From an optimization exercise on the open Yosys and OpenROAD flow, aimed at small area; shortcuts taken in it are not production practice.
RTL that was checked went through simulation tests only; none was proved equivalent to the original.
No driver is modelled on the clock port, so clocking that relies on it looks cheaper here than on a real chip.
No activity file was given, so power comes from the tool's default toggle rates.

==> module rdt3_frame_decoder, before the edit <==
module rdt3_frame_decoder (
    input  wire        clk,
    input  wire        rst,
    input  wire        in_valid,
    output wire        in_ready,
    input  wire [31:0] in_data,
    input  wire [2:0]  in_nbytes,    
    input  wire        in_last,
    output wire        out_valid,
    input  wire        out_ready,
    output wire [31:0] out_seq,
    output wire [31:0] out_ack,
    output wire        out_is_ack,
    output wire [31:0] out_digest,
    output wire [31:0] out_crc,
    output wire        out_corrupt,
    output wire        out_malformed,
    output wire [15:0] out_len,
    output wire [15:0] out_poff,
    output wire [15:0] out_plen
);
    localparam [1:0] PH_CLR = 2'd0, PH_RX = 2'd1, PH_FIN = 2'd2, PH_OUT = 2'd3;
    reg  [1:0]  ph;
    reg  [4:0]  t;           
    reg  [1:0]  bi;          
    reg         rdy;         
    reg  [2:0]  np;          
    reg  [3:0]  nd;          
    reg         neg;         
    reg         bad;         
    reg         d1, d2, d3;  
    reg  [1:0]  cy;          
    reg         ic;          
    reg         diff;        
    reg         isack;
    reg  [31:0] S, A, D, C;  
    reg  [10:0] L;           
    reg  [5:0]  P;           
    wire t31 = (t == 5'd31);
    wire [7:0] cur   = in_data[8*bi +: 8];
    wire       slot  = (ph == PH_RX) && in_valid && !rdy && (in_nbytes != 3'd0);
    wire       lastb = ({1'b0, bi} + 3'd1 == in_nbytes);
    wire       is_pipe  = (cur == 8'h7C);
    wire       is_minus = (cur == 8'h2D);
    wire       is_digit = (cur[7:4] == 4'h3) && (cur[3:0] <= 4'd9);
    wire       hdr   = !np[2];
    wire       bit_t = cur[t[2:0]];
    wire       fin = (ph == PH_FIN);
    wire       clr = (ph == PH_CLR);
    wire       mal = bad || !np[2];
    wire       xr   = (np[1:0] == 2'd0) ? S[0] : (np[1:0] == 2'd1) ? A[0] : D[0];
    wire       x    = (nd == 4'd0) ? 1'b0 : xr;     
    wire       dbit = (t[4:2] == 3'd0) && bit_t;
    wire [2:0] tot  = {2'b0, d1} + {2'b0, d3} + {2'b0, dbit} + {1'b0, cy};
    wire       nbit = xr ^ d1;                        
    wire       nseen = xr | d1;
    wire       acc_step = slot && hdr && is_digit && (np[1:0] != 2'd2);
    wire       neg_step = slot && hdr && is_pipe && neg;
    wire       fbit = is_pipe ? nbit : tot[0];
    wire       isum = L[0] ^ ic;
    wire       t_lo = (t < 5'd11);
    wire        crc_step = slot && np[2] && !bad && (t[4:3] == 2'd0);
    wire        cin  = C[0] ^ bit_t;
    wire        fb   = crc_step && !cin;
    wire [31:0] C_sh = {clr ? 1'b0 : fin ? C[0] : cin, C[31:1]} ^ ({32{fb}} & 32'h6DB88320);
    wire S_A_msb = np[0] ? A[31] : S[31];
    wire S_en = (acc_step || neg_step) && (np[1:0] == 2'd0) || fin && mal;
    wire A_en = (acc_step || neg_step) && (np[1:0] == 2'd1) || fin && mal;
    wire D_en = acc_step && (np[1:0] == 2'd3) || fin;
    wire C_en = crc_step || fin && !mal || clr;
    wire L_en = slot && t_lo || clr;
    wire P_en = slot && (t[4:3] == 2'd0) && (t[2:1] != 2'd3) && is_pipe && (np == 3'd3) || clr || fin && mal;
    always @(posedge clk) begin
        if (S_en) S <= {fin ? 1'b1 : fbit, S[31:1]};
        if (A_en) A <= {fin ? 1'b1 : fbit, A[31:1]};
        if (D_en) D <= {fin ? (D[0] && !mal) : tot[0], D[31:1]};
        if (C_en) C <= C_sh;
        if (L_en) L <= {!clr && isum, L[10:1]};
        if (P_en) P <= {!clr && !fin && isum, P[5:1]};
    end
    always @(posedge clk) begin
        if (rst) begin
            ph  <= PH_CLR;
            t   <= 5'd0;
            rdy <= 1'b0;
            bi  <= 2'd0;
        end else begin
            case (ph)
                PH_CLR: begin
                    t <= t + 5'd1;
                    if (t31) ph <= PH_RX;
                end
                PH_RX: begin
                    if (rdy) begin
                        if (in_valid) begin
                            rdy <= 1'b0;
                            if (in_last) ph <= PH_FIN;
                        end
                    end else if (slot) begin
                        t <= t + 5'd1;
                        if (t31) begin
                            bi <= bi + 2'd1;
                            if (lastb) begin
                                bi  <= 2'd0;
                                rdy <= 1'b1;
                            end
                        end
                    end else if (in_valid) begin
                        rdy <= 1'b1;
                    end
                end
                PH_FIN: begin
                    t <= t + 5'd1;
                    if (t31) ph <= PH_OUT;
                end
                default: begin
                    if (out_ready) ph <= PH_CLR;
                end
            endcase
        end
    end
    always @(posedge clk) begin
        if (clr || fin || slot) begin
            if (t31) begin
                d1 <= 1'b0; d2 <= 1'b0; d3 <= 1'b0; cy <= 2'd0;
            end else if (neg_step) begin
                d1 <= nseen;
            end else begin
                d1 <= x; d2 <= d1; d3 <= d2; cy <= tot[2:1];
            end
            ic <= t31 || (L[0] && ic);
        end
        if (clr) begin
            np    <= 3'd0;
            nd    <= 4'd0;
            neg   <= 1'b0;
            bad   <= 1'b0;
            diff  <= 1'b0;
        end else if (fin) begin
            if (!mal) diff <= diff || (C[0] ^ D[0]);
            if (mal) isack <= 1'b0;
        end else if (slot && hdr) begin
            if (acc_step && t31 &&
                (x || d1 || d2 || tot[2] || tot[1]))
                bad <= 1'b1;                        
            if (t31) begin
                if (is_pipe) begin
                    if (nd == 4'd0) bad <= 1'b1;
                    if (np[1] == 1'b0 && (neg ? (nseen && !nbit) : S_A_msb))
                        bad <= 1'b1;                
                    np  <= np + 3'd1;
                    nd  <= 4'd0;
                    neg <= 1'b0;
                end else if (is_digit) begin
                    nd <= nd + 4'd1;
                    if (nd == 4'd10) bad <= 1'b1;
                    if (np[1:0] == 2'd2) begin
                        isack <= cur[0];
                        if (nd != 4'd0 || cur[3:1] != 3'd0) bad <= 1'b1;
                    end
                end else if (is_minus && nd == 4'd0 && !neg && np[1] == 1'b0) begin
                    neg <= 1'b1;
                end else begin
                    bad <= 1'b1;
                end
            end
        end
    end
    assign in_ready      = rdy;
    assign out_valid     = (ph == PH_OUT);
    assign out_seq       = S;
    assign out_ack       = A;
    assign out_is_ack    = isack;
    assign out_digest    = D;
    assign out_crc       = C;
    assign out_corrupt   = mal || diff;
    assign out_malformed = mal;
    assign out_len       = {5'd0, L};
    assign out_poff      = {10'd0, P};
    wire [10:0] bw;
    wire [9:0]  plen;
    genvar gi;
    generate
        for (gi = 0; gi < 10; gi = gi + 1) begin : g_plen
            wire pb = (gi < 6) ? P[gi] : 1'b0;
            wire bin = (gi == 0) ? 1'b0 : bw[gi];
            assign plen[gi]  = L[gi] ^ pb ^ bin;
            assign bw[gi+1] = (!L[gi] && (pb || bin)) || (pb && bin);
        end
    endgenerate
    assign out_plen      = {6'd0, plen & {10{!mal}}};
endmodule
==> flow/config.mk <==
export PLATFORM = sky130hd
export DESIGN_NAME = rdt3_frame_decoder
export DESIGN_NICKNAME = rdt3_frame_decoder
export VERILOG_FILES = /design/flow/design.v
export SDC_FILE = /design/flow/constraint.sdc
export NUM_CORES = 4
export LEC_CHECK = 0
export CAP_MARGIN = 20
export CORE_MARGIN = 2
export CORE_UTILIZATION = 45
export PLACE_DENSITY = 0.85
export SLEW_MARGIN = 20
==> flow/constraint.sdc <==
create_clock -name core_clock -period 10.0 [get_ports {clk}]
set_input_delay 2.0000 -clock core_clock [delete_from_list [all_inputs] [get_ports {clk}]]
set_output_delay 2.0000 -clock core_clock [all_outputs]
set_load 0.01 [all_outputs]
standard.sh (not shown) runs the stock make flow with config.mk's settings and CLKGATE_MAP_FILE= SYNTH_SCRIPT=/design/flow/synth_recipe.tcl, a recipe that flattens the netlist after the stock synthesis.
==> flow/flow/run.sh <==
#!/bin/bash
# Layout flow: the standard ORFS layout (standard.sh) with these changes:
#  - synthesis: the standard synthesis script, except that the final ABC
#    mapping uses an area script (flow/synth_area.tcl, flow/abc_area.script) and
#    Yosys's full-adder extraction is skipped (ADDER_MAP_FILE empty); the
#    registers are the same as the standard synthesis's;
#  - every port is buffered by the smallest buffer (buf_1);
#  - constant outputs share one tie cell (SKIP_REPAIR_TIE_FANOUT);
#  - the clock tree is built from clkbuf_8 leaves under a clkbuf_16 root, with
#    no dummy loads, and then each clock buffer is shrunk to the smallest one
#    that keeps clock-pin slews under 118 ps (estimated), leaf buffers first (flow/downsize.tcl, a POST_CTS hook).
# Make's full output goes to flow_make.log; ORFS's per-step logs are under orfs/logs.
set -euo pipefail
here=$(pwd)
bash standard.sh \
  SYNTH_SCRIPT="$here/flow/synth_area.tcl" \
  ADDER_MAP_FILE= \
  BUFFER_PORTS_ARGS="-buffer_cell sky130_fd_sc_hd__buf_1" \
  SKIP_REPAIR_TIE_FANOUT=1 \
  CTS_ARGS="-sink_clustering_enable -repair_clock_nets -buf_list sky130_fd_sc_hd__clkbuf_8 -root_buf sky130_fd_sc_hd__clkbuf_16 -dont_use_dummy_load" \
  POST_CTS_TCL="$here/flow/downsize.tcl" \
  finish > flow_make.log 2>&1
Other scripts of this flow, unchanged in this note and not shown: flow/flow/abc_area.script, flow/flow/downsize.tcl, flow/flow/synth_area.tcl
Then changed:
--- a/flow/design.v
+++ b/flow/design.v
@@ -34,10 +34,11 @@
     reg         diff;        
     reg         isack;
     reg  [31:0] S, A, D, C;  
     reg  [10:0] L;           
     reg  [5:0]  P;           
+    reg  [9:0]  Q;           
     wire t31 = (t == 5'd31);
     wire [7:0] cur   = in_data[8*bi +: 8];
     wire       slot  = (ph == PH_RX) && in_valid && !rdy && (in_nbytes != 3'd0);
     wire       lastb = ({1'b0, bi} + 3'd1 == in_nbytes);
     wire       is_pipe  = (cur == 8'h7C);
@@ -55,12 +56,14 @@
     wire       nbit = xr ^ d1;                        
     wire       nseen = xr | d1;
     wire       acc_step = slot && hdr && is_digit && (np[1:0] != 2'd2);
     wire       neg_step = slot && hdr && is_pipe && neg;
     wire       fbit = is_pipe ? nbit : tot[0];
-    wire       isum = L[0] ^ ic;
+    wire       xi   = t[4] ? Q[0] : L[0];
+    wire       isum = xi ^ ic;
     wire       t_lo = (t < 5'd11);
+    wire       t_hi = t[4] && (t[3:0] < 4'd10);
     wire        crc_step = slot && np[2] && !bad && (t[4:3] == 2'd0);
     wire        cin  = C[0] ^ bit_t;
     wire        fb   = crc_step && !cin;
     wire [31:0] C_sh = {clr ? 1'b0 : fin ? C[0] : cin, C[31:1]} ^ ({32{fb}} & 32'h6DB88320);
     wire S_A_msb = np[0] ? A[31] : S[31];
@@ -68,17 +71,19 @@
     wire A_en = (acc_step || neg_step) && (np[1:0] == 2'd1) || fin && mal;
     wire D_en = acc_step && (np[1:0] == 2'd3) || fin;
     wire C_en = crc_step || fin && !mal || clr;
     wire L_en = slot && t_lo || clr;
     wire P_en = slot && (t[4:3] == 2'd0) && (t[2:1] != 2'd3) && is_pipe && (np == 3'd3) || clr || fin && mal;
+    wire Q_en = slot && t_hi && np[2] || clr || fin && mal;
     always @(posedge clk) begin
         if (S_en) S <= {fin ? 1'b1 : fbit, S[31:1]};
         if (A_en) A <= {fin ? 1'b1 : fbit, A[31:1]};
         if (D_en) D <= {fin ? (D[0] && !mal) : tot[0], D[31:1]};
         if (C_en) C <= C_sh;
         if (L_en) L <= {!clr && isum, L[10:1]};
         if (P_en) P <= {!clr && !fin && isum, P[5:1]};
+        if (Q_en) Q <= {!clr && !fin && isum, Q[9:1]};
     end
     always @(posedge clk) begin
         if (rst) begin
             ph  <= PH_CLR;
             t   <= 5'd0;
@@ -126,11 +131,11 @@
             end else if (neg_step) begin
                 d1 <= nseen;
             end else begin
                 d1 <= x; d2 <= d1; d3 <= d2; cy <= tot[2:1];
             end
-            ic <= t31 || (L[0] && ic);
+            ic <= (t[3:0] == 4'd15) ? 1'b1 : (xi && ic);
         end
         if (clr) begin
             np    <= 3'd0;
             nd    <= 4'd0;
             neg   <= 1'b0;
@@ -175,18 +180,7 @@
     assign out_crc       = C;
     assign out_corrupt   = mal || diff;
     assign out_malformed = mal;
     assign out_len       = {5'd0, L};
     assign out_poff      = {10'd0, P};
-    wire [10:0] bw;
-    wire [9:0]  plen;
-    genvar gi;
-    generate
-        for (gi = 0; gi < 10; gi = gi + 1) begin : g_plen
-            wire pb = (gi < 6) ? P[gi] : 1'b0;
-            wire bin = (gi == 0) ? 1'b0 : bw[gi];
-            assign plen[gi]  = L[gi] ^ pb ^ bin;
-            assign bw[gi+1] = (!L[gi] && (pb || bin)) || (pb && bin);
-        end
-    endgenerate
-    assign out_plen      = {6'd0, plen & {10{!mal}}};
+    assign out_plen      = {6'd0, Q};
 endmodule
What happened: Design area goes up by 0.90%. Sequential power goes up by 6.0%. Non-clock buffer count is unchanged. Total power goes up by 5.6%. Clock-buffer cell count is unchanged. Global-route usage is about the same.
Function not checked in the second run of this note: the RTL went through the layout flow alone.

---

== red ==
The RTL this note starts from:
==> flow/design.v <==
module rdt3_frame_decoder (
    input  wire        clk,
    input  wire        rst,
    input  wire        in_valid,
    output wire        in_ready,
    input  wire [31:0] in_data,
    input  wire [2:0]  in_nbytes,    
    input  wire        in_last,
    output wire        out_valid,
    input  wire        out_ready,
    output wire [31:0] out_seq,
    output wire [31:0] out_ack,
    output wire        out_is_ack,
    output wire [31:0] out_digest,
    output wire [31:0] out_crc,
    output wire        out_corrupt,
    output wire        out_malformed,
    output wire [15:0] out_len,
    output wire [15:0] out_poff,
    output wire [15:0] out_plen
);
    localparam [1:0] PH_CLR = 2'd0, PH_RX = 2'd1, PH_FIN = 2'd2, PH_OUT = 2'd3;
    reg  [1:0]  ph;
    reg  [4:0]  t;           
    reg  [1:0]  bi;          
    reg         rdy;         
    reg  [2:0]  np;          
    reg  [3:0]  nd;          
    reg         neg;         
    reg         bad;         
    reg         d1, d2, d3;  
    reg  [1:0]  cy;          
    reg         ic;          
    reg         diff;        
    reg         isack;
    reg  [31:0] S, A, D, C;  
    reg  [10:0] L;           
    reg  [5:0]  P;           
    wire t31 = (t == 5'd31);
    wire [7:0] cur   = in_data[8*bi +: 8];
    wire       slot  = (ph == PH_RX) && in_valid && !rdy && (in_nbytes != 3'd0);
    wire       lastb = ({1'b0, bi} + 3'd1 == in_nbytes);
    wire       is_pipe  = (cur == 8'h7C);
    wire       is_minus = (cur == 8'h2D);
    wire       is_digit = (cur[7:4] == 4'h3) && (cur[3:0] <= 4'd9);
    wire       hdr   = !np[2];
    wire       bit_t = cur[t[2:0]];
    wire       fin = (ph == PH_FIN);
    wire       clr = (ph == PH_CLR);
    wire       mal = bad || !np[2];
    wire       x    = (nd == 4'd0) ? 1'b0 : D[0];   
    wire       dbit = (t[4:2] == 3'd0) && bit_t;
    wire [2:0] tot  = {2'b0, d1} + {2'b0, d3} + {2'b0, dbit} + {1'b0, cy};
    wire       nbit = D[0] ^ (neg && d1);             
    wire       nseen = D[0] | d1;
    wire       acc_step = slot && hdr && is_digit && (np[1:0] != 2'd2);
    wire       mov_step = slot && hdr && is_pipe && !np[1];
    wire       isum = L[0] ^ ic;
    wire       t_lo = (t < 5'd11);
    wire        crc_step = slot && np[2] && !bad && (t[4:3] == 2'd0);
    wire        cin  = C[0] ^ bit_t;
    wire        fb   = crc_step && !cin;
    wire [31:0] C_sh = {clr ? 1'b0 : fin ? C[0] : cin, C[31:1]} ^ ({32{fb}} & 32'h6DB88320);
    wire S_en = mov_step && !np[0] || fin && mal;
    wire A_en = mov_step && np[0] || fin && mal;
    wire D_en = acc_step || mov_step || fin;
    wire C_en = crc_step || fin && !mal || clr;
    wire L_en = slot && t_lo || clr;
    wire P_en = slot && (t[4:3] == 2'd0) && (t[2:1] != 2'd3) && is_pipe && (np == 3'd3) || clr || fin && mal;
    always @(posedge clk) begin
        if (S_en) S <= {fin || nbit, S[31:1]};
        if (A_en) A <= {fin || nbit, A[31:1]};
        if (D_en) D <= {(fin || mov_step) ? (D[0] && !(fin && mal)) : tot[0], D[31:1]};
        if (C_en) C <= C_sh;
        if (L_en) L <= {!clr && isum, L[10:1]};
        if (P_en) P <= {!clr && !fin && isum, P[5:1]};
    end
    always @(posedge clk) begin
        if (rst) begin
            ph  <= PH_CLR;
            t   <= 5'd0;
            rdy <= 1'b0;
            bi  <= 2'd0;
        end else begin
            case (ph)
                PH_CLR: begin
                    t <= t + 5'd1;
                    if (t31) ph <= PH_RX;
                end
                PH_RX: begin
                    if (rdy) begin
                        if (in_valid) begin
                            rdy <= 1'b0;
                            if (in_last) ph <= PH_FIN;
                        end
                    end else if (slot) begin
                        t <= t + 5'd1;
                        if (t31) begin
                            bi <= bi + 2'd1;
                            if (lastb) begin
                                bi  <= 2'd0;
                                rdy <= 1'b1;
                            end
                        end
                    end else if (in_valid) begin
                        rdy <= 1'b1;
                    end
                end
                PH_FIN: begin
                    t <= t + 5'd1;
                    if (t31) ph <= PH_OUT;
                end
                default: begin
                    if (out_ready) ph <= PH_CLR;
                end
            endcase
        end
    end
    always @(posedge clk) begin
        if (clr || fin || slot) begin
            if (t31) begin
                d1 <= 1'b0; d2 <= 1'b0; d3 <= 1'b0; cy <= 2'd0;
            end else if (mov_step) begin
                d1 <= nseen;
            end else begin
                d1 <= x; d2 <= d1; d3 <= d2; cy <= tot[2:1];
            end
            ic <= t31 || (L[0] && ic);
        end
        if (clr) begin
            np    <= 3'd0;
            nd    <= 4'd0;
            neg   <= 1'b0;
            bad   <= 1'b0;
            diff  <= 1'b0;
        end else if (fin) begin
            if (!mal) diff <= diff || (C[0] ^ D[0]);
            if (mal) isack <= 1'b0;
        end else if (slot && hdr) begin
            if (acc_step && t31 &&
                (x || d1 || d2 || tot[2] || tot[1]))
                bad <= 1'b1;                        
            if (t31) begin
                if (is_pipe) begin
                    if (nd == 4'd0) bad <= 1'b1;
                    if (np[1] == 1'b0 && (neg ? (nseen && !nbit) : nbit))
                        bad <= 1'b1;                
                    np  <= np + 3'd1;
                    nd  <= 4'd0;
                    neg <= 1'b0;
                end else if (is_digit) begin
                    nd <= nd + 4'd1;
                    if (nd == 4'd10) bad <= 1'b1;
                    if (np[1:0] == 2'd2) begin
                        isack <= cur[0];
                        if (nd != 4'd0 || cur[3:1] != 3'd0) bad <= 1'b1;
                    end
                end else if (is_minus && nd == 4'd0 && !neg && np[1] == 1'b0) begin
                    neg <= 1'b1;
                end else begin
                    bad <= 1'b1;
                end
            end
        end
    end
    assign in_ready      = rdy;
    assign out_valid     = (ph == PH_OUT);
    assign out_seq       = S;
    assign out_ack       = A;
    assign out_is_ack    = isack;
    assign out_digest    = D;
    assign out_crc       = C;
    assign out_corrupt   = mal || diff;
    assign out_malformed = mal;
    assign out_len       = {5'd0, L};
    assign out_poff      = {10'd0, P};
    wire [10:0] bw;
    wire [9:0]  plen;
    genvar gi;
    generate
        for (gi = 0; gi < 10; gi = gi + 1) begin : g_plen
            wire pb = (gi < 6) ? P[gi] : 1'b0;
            wire bin = (gi == 0) ? 1'b0 : bw[gi];
            assign plen[gi]  = L[gi] ^ pb ^ bin;
            assign bw[gi+1] = (!L[gi] && (pb || bin)) || (pb && bin);
        end
    endgenerate
    assign out_plen      = {6'd0, plen & {10{!mal}}};
endmodule
export LEC_CHECK = 0
export CAP_MARGIN = 20
export CORE_MARGIN = 2
export CORE_UTILIZATION = 45
export PLACE_DENSITY = 0.85
export SLEW_MARGIN = 20
create_clock -name core_clock -period 10.0 [get_ports {clk}]
==> flow/flow/run.sh <==
#!/bin/bash
# Layout flow: the standard ORFS layout (standard.sh) with these changes:
#  - synthesis: the standard synthesis script, except that the final ABC
#    mapping uses an area script (flow/synth_area.tcl, flow/abc_area.script) and
#    Yosys's full-adder extraction is skipped (ADDER_MAP_FILE empty); the
#    registers are the same as the standard synthesis's;
#  - every port is buffered by the smallest buffer (buf_1);
#  - constant outputs share one tie cell (SKIP_REPAIR_TIE_FANOUT);
#  - the clock tree is built from clkbuf_8 leaves under a clkbuf_16 root, with
#    no dummy loads, and then each clock buffer is shrunk to the smallest one
#    that keeps clock-pin slews under 105 ps (as estimated after placement), leaf buffers first (flow/downsize.tcl, a POST_CTS hook).
# Make's full output goes to flow_make.log; ORFS's per-step logs are under orfs/logs.
set -euo pipefail
here=$(pwd)
bash standard.sh \
  SYNTH_SCRIPT="$here/flow/synth_area.tcl" \
  ADDER_MAP_FILE= \
  BUFFER_PORTS_ARGS="-buffer_cell sky130_fd_sc_hd__buf_1" \
  SKIP_REPAIR_TIE_FANOUT=1 \
  CTS_ARGS="-sink_clustering_enable -repair_clock_nets -buf_list sky130_fd_sc_hd__clkbuf_8 -root_buf sky130_fd_sc_hd__clkbuf_16 -dont_use_dummy_load" \
  POST_CTS_TCL="$here/flow/downsize.tcl" \
  finish > flow_make.log 2>&1
Other scripts of this flow, unchanged in this note and not shown: flow/flow/abc_area.script, flow/flow/downsize.tcl, flow/flow/synth_area.tcl
The following lists how blue was set up differently from red:
--- a/flow/design.v
+++ b/flow/design.v
@@ -29,11 +29,10 @@
     reg         neg;         
     reg         bad;         
     reg         d1, d2, d3;  
     reg  [1:0]  cy;          
     reg         ic;          
-    reg         diff;        
     reg         isack;
     reg  [31:0] S, A, D, C;  
     reg  [10:0] L;           
     reg  [5:0]  P;           
     wire t31 = (t == 5'd31);
@@ -123,20 +122,21 @@
             end else if (mov_step) begin
                 d1 <= nseen;
             end else begin
                 d1 <= x; d2 <= d1; d3 <= d2; cy <= tot[2:1];
             end
-            ic <= t31 || (L[0] && ic);
+            if (fin)
+                ic <= (ic && t != 5'd0) || (C[0] ^ D[0]);
+            else
+                ic <= t31 || (L[0] && ic);
         end
         if (clr) begin
             np    <= 3'd0;
             nd    <= 4'd0;
             neg   <= 1'b0;
             bad   <= 1'b0;
-            diff  <= 1'b0;
         end else if (fin) begin
-            if (!mal) diff <= diff || (C[0] ^ D[0]);
             if (mal) isack <= 1'b0;
         end else if (slot && hdr) begin
             if (acc_step && t31 &&
                 (x || d1 || d2 || tot[2] || tot[1]))
                 bad <= 1'b1;                        
@@ -168,11 +168,11 @@
     assign out_seq       = S;
     assign out_ack       = A;
     assign out_is_ack    = isack;
     assign out_digest    = D;
     assign out_crc       = C;
-    assign out_corrupt   = mal || diff;
+    assign out_corrupt   = mal || ic;
     assign out_malformed = mal;
     assign out_len       = {5'd0, L};
     assign out_poff      = {10'd0, P};
     wire [10:0] bw;
     wire [9:0]  plen;
[summary]
- Per the comparison of blue with red, synthesized cell count went down 0.36%, via count shrank by 2.1%.
- Looking at power, blue sits about 0.34% above red.
- Of blue and red, the higher average detailed-routed wire length per instance belongs to red.
- Hold slack in blue vs red: up 17 ps
- From red to blue the numbers moved as follows: clock power share went up by 0.4 points; wire length now smaller; count of TritonRoute iterations in the first routing pass decreased by 2 relative to the old numbers.
- blue ended with less sequential cell power than red.
Function not checked in red: the RTL went through the layout flow alone.

afterwards: timing with drivers on the ports:
No port has a modelled driver above. Below, the same layouts with a new extraction and two added sets of constraints. Step 1: set_driving_cell puts a clkbuf_16 on clk and a buf_2 on each other input, an assumption about the parent block. Step 2 adds t to the input delays and takes it off the output delays; t is the mean of the earliest and latest rising clock arrival at the registers after step 1. Input paths then give back, and output paths get back, about the clock's delay inside the block. Slacks: ideal ports / drivers / drivers and shift; pairs: ideal ports / drivers.
| run | t (ns) | setup slack, ns | slew at the worst register clock pin (ns) |
|---|---|---|---|
| the first run of note 1 | 0.559 | 4.286 / 4.249 / 4.808 | 0.11 / 0.11 |
| the second run of note 1 | 0.593 | 5.904 / 5.903 / 5.309 | 0.12 / 0.12 |
| red | 0.577 | 4.229 / 4.196 / 4.772 | 0.10 / 0.10 |
| blue | 0.453 | 4.799 / 4.765 / 5.217 | 0.09 / 0.09 |
After both steps every run listed still meets setup and hold. For the second run of note 1, which loses most, drivers alone change the setup slack by -0.001 ns; drivers and shift together by -0.595 ns.
